This design comes from an exercise in tuning for small area, a short achievable clock period and few clock cycles per item on the open sky130 flow, not from production work. In this exercise RTL edits were held to simulation tests only and were not proved equivalent to the original.

== exp/violet ==
==> flow/design.v <==
module tea_cbc_engine (
    input  wire         clk,
    input  wire         rst,
    input  wire         in_valid,
    output wire         in_ready,
    input  wire [1:0]   in_op,
    input  wire         in_first,
    input  wire [127:0] in_key,
    input  wire [31:0]  in_a,
    input  wire [31:0]  in_b,
    output wire         out_valid,
    input  wire         out_ready,
    output wire [31:0]  out_a,
    output wire [31:0]  out_b
);
    reg [31:0] p, q;           
    reg [63:0] kr;             
    reg [31:0] cv_a, cv_b;     
    reg        cvz;            
    reg [5:0]  n;              
    reg        run, fixe, fixd, outv, dec;
    reg [31:0] s;              
    function [31:0] s_of;
        input [4:0] j;
        begin
            case (j)
            5'd0: s_of = 32'h9E3779B9;
            5'd1: s_of = 32'h3C6EF372;
            5'd2: s_of = 32'hDAA66D2B;
            5'd3: s_of = 32'h78DDE6E4;
            5'd4: s_of = 32'h1715609D;
            5'd5: s_of = 32'hB54CDA56;
            5'd6: s_of = 32'h5384540F;
            5'd7: s_of = 32'hF1BBCDC8;
            5'd8: s_of = 32'h8FF34781;
            5'd9: s_of = 32'h2E2AC13A;
            5'd10: s_of = 32'hCC623AF3;
            5'd11: s_of = 32'h6A99B4AC;
            5'd12: s_of = 32'h08D12E65;
            5'd13: s_of = 32'hA708A81E;
            5'd14: s_of = 32'h454021D7;
            5'd15: s_of = 32'hE3779B90;
            5'd16: s_of = 32'h81AF1549;
            5'd17: s_of = 32'h1FE68F02;
            5'd18: s_of = 32'hBE1E08BB;
            5'd19: s_of = 32'h5C558274;
            5'd20: s_of = 32'hFA8CFC2D;
            5'd21: s_of = 32'h98C475E6;
            5'd22: s_of = 32'h36FBEF9F;
            5'd23: s_of = 32'hD5336958;
            5'd24: s_of = 32'h736AE311;
            5'd25: s_of = 32'h11A25CCA;
            5'd26: s_of = 32'hAFD9D683;
            5'd27: s_of = 32'h4E11503C;
            5'd28: s_of = 32'hEC48C9F5;
            5'd29: s_of = 32'h8A8043AE;
            5'd30: s_of = 32'h28B7BD67;
            5'd31: s_of = 32'hC6EF3720;
            endcase
        end
    endfunction
    function [31:0] add;
        input [31:0] x, y;
        input        inv, ci;
        reg   [31:0] u, g, p, gn, pn;
        integer      i, j, l;
        begin
            u = x ^ {32{inv}};
            g = u & y;
            p = u ^ y;
            g[0] = g[0] | (p[0] & ci);
            for (l = 0; l < 5; l = l + 1) begin
                gn = g; pn = p;
                for (i = 0; i < 32; i = i + 1)
                    if ((i >> l) & 1) begin
                        j = ((i >> l) << l) - 1;
                        gn[i] = g[i] | (p[i] & g[j]);
                        pn[i] = p[i] & p[j];
                    end
                g = gn; p = pn;
            end
            add = x ^ y ^ {g[30:0], ci};
        end
    endfunction
    wire [5:0]  n1 = n + 6'd1;
    wire [31:0] ka = kr[31:0];
    wire [31:0] kb = kr[63:32];
    wire [31:0] t1 = {add({4'b0, q[27:0]}, {4'b0, ka[31:4]}, 1'b0, 1'b0), ka[3:0]};
    wire [31:0] t2 = add(q, s, 1'b0, 1'b0);
    wire [31:0] t3 = add({5'b0, q[31:5]}, kb, 1'b0, 1'b0);
    wire [31:0] mx = t1 ^ t2 ^ t3;
    wire [31:0] nw = add(p, mx, dec, 1'b0);
    wire in_dec = in_op[0];
    wire use_cv = in_op[1] & ~in_first & ~cvz;
    wire [31:0] ch_a = use_cv ? cv_a : 32'd0;
    wire [31:0] ch_b = use_cv ? cv_b : 32'd0;
    wire fix  = fixe | fixd;
    wire busy = run | fix;
    wire last = run & (n == 6'd63);
    wire load = in_valid & ~busy & (~outv | out_ready);
    wire acc  = (last & ~dec) | fixd;      
    assign in_ready  = acc;
    assign out_valid = outv;
    assign out_a     = p;
    assign out_b     = q;
    always @(posedge clk) begin
        if (run) begin
            kr <= (~n[0] ^ dec) ? in_key[127:64] : in_key[63:0];
            s  <= s_of(n1[5:1] ^ {5{dec}});
        end else begin
            kr <= in_dec ? in_key[127:64] : in_key[63:0];
            s  <= s_of({5{in_dec}});
        end
        if (load) begin
            n   <= 6'd0;
            dec <= in_dec;
            p   <= in_b;
            q   <= in_a;
        end else if (fix) begin
            p <= q ^ ch_a;
            q <= p ^ ch_b;
        end else if (run) begin
            n <= n1;
            p <= q;
            q <= nw;
        end
        if (rst) begin
            run  <= 1'b0;
            fixe <= 1'b0;
            fixd <= 1'b0;
            outv <= 1'b0;
            cvz  <= 1'b1;
        end else begin
            fixe <= load & ~in_dec;
            fixd <= last & dec;
            if (load & in_dec | fixe)
                run <= 1'b1;
            else if (last)
                run <= 1'b0;
            if (acc)
                outv <= 1'b1;
            else if (out_ready)
                outv <= 1'b0;
            if (acc & in_op[1]) begin
                cvz <= 1'b0;
                if (dec) begin
                    cv_a <= in_a;
                    cv_b <= in_b;
                end else begin
                    cv_a <= q;
                    cv_b <= nw;
                end
            end
        end
    end
endmodule
clock: 11.0 ns
lec_check: 0
cap_margin: 20
core_margin: 2
core_utilization: 40
cts_buf_list: sky130_fd_sc_hd__clkbuf_4
slew_margin: 20
standard.sh (not shown) runs the stock make flow with config.mk's settings and CLKGATE_MAP_FILE= SYNTH_SCRIPT=/design/flow/synth_recipe.tcl, a recipe that flattens the netlist after the stock synthesis.
==> flow/flow/run.sh <==
#!/bin/bash
# The standard layout (standard.sh) with one change: buffer_ports buffers
# every input and output port with sky130_fd_sc_hd__buf_1 rather than the
# cell it picks itself (clkdlybuf4s50_1, 2.7 times the area).
# Timing repair aims 6.5 ns below the clock period.
set -euo pipefail
bash standard.sh BUFFER_PORTS_ARGS="-buffer_cell sky130_fd_sc_hd__buf_1" SETUP_SLACK_MARGIN=6.5 finish > standard.log 2>&1
Testbench counts of exp/violet, summed over its fixed seeds: cycles 211,208, items 3,200.
[inputs] exp/ember vs exp/violet
==> flow/flow/run.sh <==
#!/bin/bash
# The standard layout (standard.sh) with one change: buffer_ports buffers
# every input and output port with sky130_fd_sc_hd__buf_1 rather than the
# cell it picks itself (clkdlybuf4s50_1, 2.7 times the area).
set -euo pipefail
bash standard.sh BUFFER_PORTS_ARGS="-buffer_cell sky130_fd_sc_hd__buf_1" finish > standard.log 2>&1
-- flow/config.mk --
<<< exp/violet, line 11
export CTS_BUF_LIST = sky130_fd_sc_hd__clkbuf_4
>>> exp/ember, line 11
export CTS_BUF_LIST = sky130_fd_sc_hd__clkbuf_16
export CTS_CLUSTER_DIAMETER = 80
export CTS_CLUSTER_SIZE = 24
export SETUP_SLACK_MARGIN = 5
### Flow results
- exp/ember vs exp/violet — pin count of the biggest net entering global routing dropped by a few percent
- [compare] base=exp/violet new=exp/ember: reg-to-reg setup timing slack dropped 430 ps, non-clock buffer count shows a reduction of 74, total wirelength of the detailed-routed design dropped 2900 um.
- Diff exp/violet -> exp/ember | final period demand of the worst path | increase of 430 ps
- Worst-case reg-to-reg path depth: exp/ember vs exp/violet down 4

========
## build 46
RTL: the design.v shown in full above, as it stands there.
clock: 11.0 ns
lec_check: 0
cap_margin: 20
core_margin: 2
core_utilization: 40
cts_buf_list: sky130_fd_sc_hd__clkbuf_4
setup_slack_margin: 5
slew_margin: 20
==> flow/flow/run.sh <==
#!/bin/bash
# The standard layout (standard.sh) with two changes:
# - Yosys's extraction of full and half adders into fa/ha cells is off
#   (ADDER_MAP_FILE empty), so that ABC maps and times the adders itself;
# - buffer_ports buffers every input and output port with
#   sky130_fd_sc_hd__buf_1 rather than the cell it picks itself
#   (clkdlybuf4s50_1, 2.7 times the area).
set -euo pipefail
bash standard.sh ADDER_MAP_FILE= BUFFER_PORTS_ARGS="-buffer_cell sky130_fd_sc_hd__buf_1" finish > standard.log 2>&1
Testbench counts of build 46, summed over its fixed seeds: cycles 211,208, items 3,200.
#### Input delta (build 29 over build 46)
- an added PLACE_DENSITY of 0.7
- a change of CORE_UTILIZATION from 40 to 60
==> flow/flow/run.sh <==
#!/bin/bash
# The standard layout (standard.sh) with one change: buffer_ports buffers
# every input and output port with sky130_fd_sc_hd__buf_1 rather than the
# cell it picks itself (clkdlybuf4s50_1, 2.7 times the area).
set -euo pipefail
bash standard.sh BUFFER_PORTS_ARGS="-buffer_cell sky130_fd_sc_hd__buf_1" finish > standard.log 2>&1
Every run (build 46 and build 29) finished clean. Min die area across build 46 and build 29: build 29. Build 29: count of clock-buffer cells in the layout about 6.6% below build 46.
Setup changes, build 29 to build 67
- PLACE_DENSITY: 0.7 -> unset
- CORE_UTILIZATION: 60 -> 40
- CTS_BUF_LIST: sky130_fd_sc_hd__clkbuf_4 -> unset
- SETUP_SLACK_MARGIN: 5 -> unset
==> flow/flow/run.sh <==
#!/bin/bash
# The standard layout (standard.sh) with one change: buffer_ports buffers
# every input and output port with sky130_fd_sc_hd__buf_1 rather than the
# cell it picks itself (clkdlybuf4s50_1, 2.7 times the area).
# Timing repair aims 6.5 ns below the clock period.
set -euo pipefail
bash standard.sh BUFFER_PORTS_ARGS="-buffer_cell sky130_fd_sc_hd__buf_1" SETUP_SLACK_MARGIN=6.5 finish > standard.log 2>&1
### Flow results
- Worst-skew pair later-pin latency | build 67 below build 29
- Final critical path time including I/O delays and setup: build 67 vs build 29 down 0.49 ns
- Compared with build 29, build 67 shows global-route wire length before repair that has gone up by a little under 10%.
- What build 29 reported for count of clock-buffer cells in the layout has to be multiplied by 0.44 to get the figure for build 67.
- Changes observed in build 67 relative to build 29: global-route usage moved down.
- Compared to build 29, build 67 has final instance area 8.4% higher.
- The initial antenna violation count number comes out lower for build 67 vs build 29.
Edits applied to the flow inputs when going from build 67 to build 60:
- setting SETUP_SLACK_MARGIN to 5 for the first time
==> flow/run.sh (new file) <==
#!/bin/bash
# synth_recipe.tcl (not shown) runs the flow's synth.tcl, then flattens the netlist and writes it again
# the make line also repeats each setting of config.mk as NAME=value (left out here)
make -C /OpenROAD-flow-scripts/flow DESIGN_CONFIG=/design/flow/config.mk WORK_HOME=/design/flow/orfs CLKGATE_MAP_FILE= SYNTH_SCRIPT=/design/flow/synth_recipe.tcl finish
removed: flow/flow/run.sh
removed: flow/standard.sh
==> summary.txt <==
Per the final summary, build 60 finished and its layout is clean on timing, DRC and antenna. NOTE final area build 67->build 60 increased by a few percent. Summary of build 60 over build 67: clock-buffer cell count lower; proportion of cell area occupied by registers lower. Compared to build 67, build 60 reaches a lower achievable clock. [compare] base=build 67 new=build 60: total stage count of the critical path went up; number of remaining DRC errors has remained practically unchanged; final antenna diode count lower; share of layout cells above drive strength 1 shrank by 7.2 points. Amount of wire on met3 after detailed routing (build 60 vs. build 67) increases slightly. Run comparison: build 67 timing startpoint of the critical path q[3]; build 60 timing startpoint of the critical path q[0].
The following lists how build 87 was set up differently from build 60:
- CTS_CLUSTER_SIZE now 14, previously not set
- CTS_BUF_LIST now sky130_fd_sc_hd__clkbuf_8, previously not set
- CTS_CLUSTER_DIAMETER now 60, previously not set
==> flow/flow/run.sh (new file) <==
#!/bin/bash
# The standard layout (standard.sh) with one change: buffer_ports buffers
# every input and output port with sky130_fd_sc_hd__buf_1 rather than the
# cell it picks itself (clkdlybuf4s50_1, 2.7 times the area).
set -euo pipefail
bash standard.sh BUFFER_PORTS_ARGS="-buffer_cell sky130_fd_sc_hd__buf_1" finish > standard.log 2>&1
==> flow/standard.sh (new file) <==
#!/bin/bash
# synth_recipe.tcl (not shown) runs the flow's synth.tcl, then flattens the netlist and writes it again
# the make line also repeats each setting of config.mk as NAME=value (left out here)
make -C /OpenROAD-flow-scripts/flow DESIGN_CONFIG=/design/flow/config.mk WORK_HOME=/design/flow/orfs CLKGATE_MAP_FILE= SYNTH_SCRIPT=/design/flow/synth_recipe.tcl "${@:-finish}"
removed: flow/run.sh
--- outcome ---
Utilization build 60 -> build 87: down. A last element of the critical path of q[23] is what build 87 shows, while q[19] belongs to build 60. Relative to build 60, the flip-flop and latch share of the layout cell area of build 87 is higher by 3.1 points. On number of fill cells: build 87 sits above build 60.

port drivers added, routing unchanged:
In the flow no input, the clock included, has a driving cell. The finished layouts below were timed again as built, in two steps.
Step 1 (the two cells are an assumption about what drives the block):
set clk [get_ports {clk}]
set_driving_cell -lib_cell sky130_fd_sc_hd__clkbuf_16 $clk
set_driving_cell -lib_cell sky130_fd_sc_hd__buf_2 [delete_from_list [all_inputs] $clk]
Step 2 moves the port delays by t, midway between the first and last clock arrival at a register: inputs arrive t later, outputs are due t later. That takes back most of the time a late clock gives input paths.
Slacks: ideal / step 1 / step 2; pairs: ideal / step 1.
| run | t, ns | setup WS [ns] | worst setup path after step 2 | latest minus earliest clock arrival (ns) | worst slew at a driven data input, ns |
|---|---|---|---|---|---|
| exp/violet | 0.800 | 5.772 / 5.772 / 5.772 | register to register | 0.072 / 0.072 | 0.08 |
| exp/ember | 0.593 | 5.343 / 5.343 / 5.343 | register to register | 0.026 / 0.025 | 0.08 |
| build 46 | 0.797 | 5.178 / 5.178 / 5.178 | register to register | 0.053 / 0.053 | 0.07 |
| build 29 | 0.693 | 5.360 / 5.360 / 5.360 | register to register | 0.035 / 0.034 | 0.10 |
| build 67 | 0.615 | 5.849 / 5.849 / 5.849 | register to register | 0.014 / 0.015 | 0.08 |
| build 60 | 0.621 | 5.388 / 5.388 / 5.388 | register to register | 0.019 / 0.019 | 0.05 |
| build 87 | 0.679 | 5.304 / 5.304 / 5.304 | register to register | 0.047 / 0.047 | 0.09 |
After both steps setup and hold are still met in every run listed.
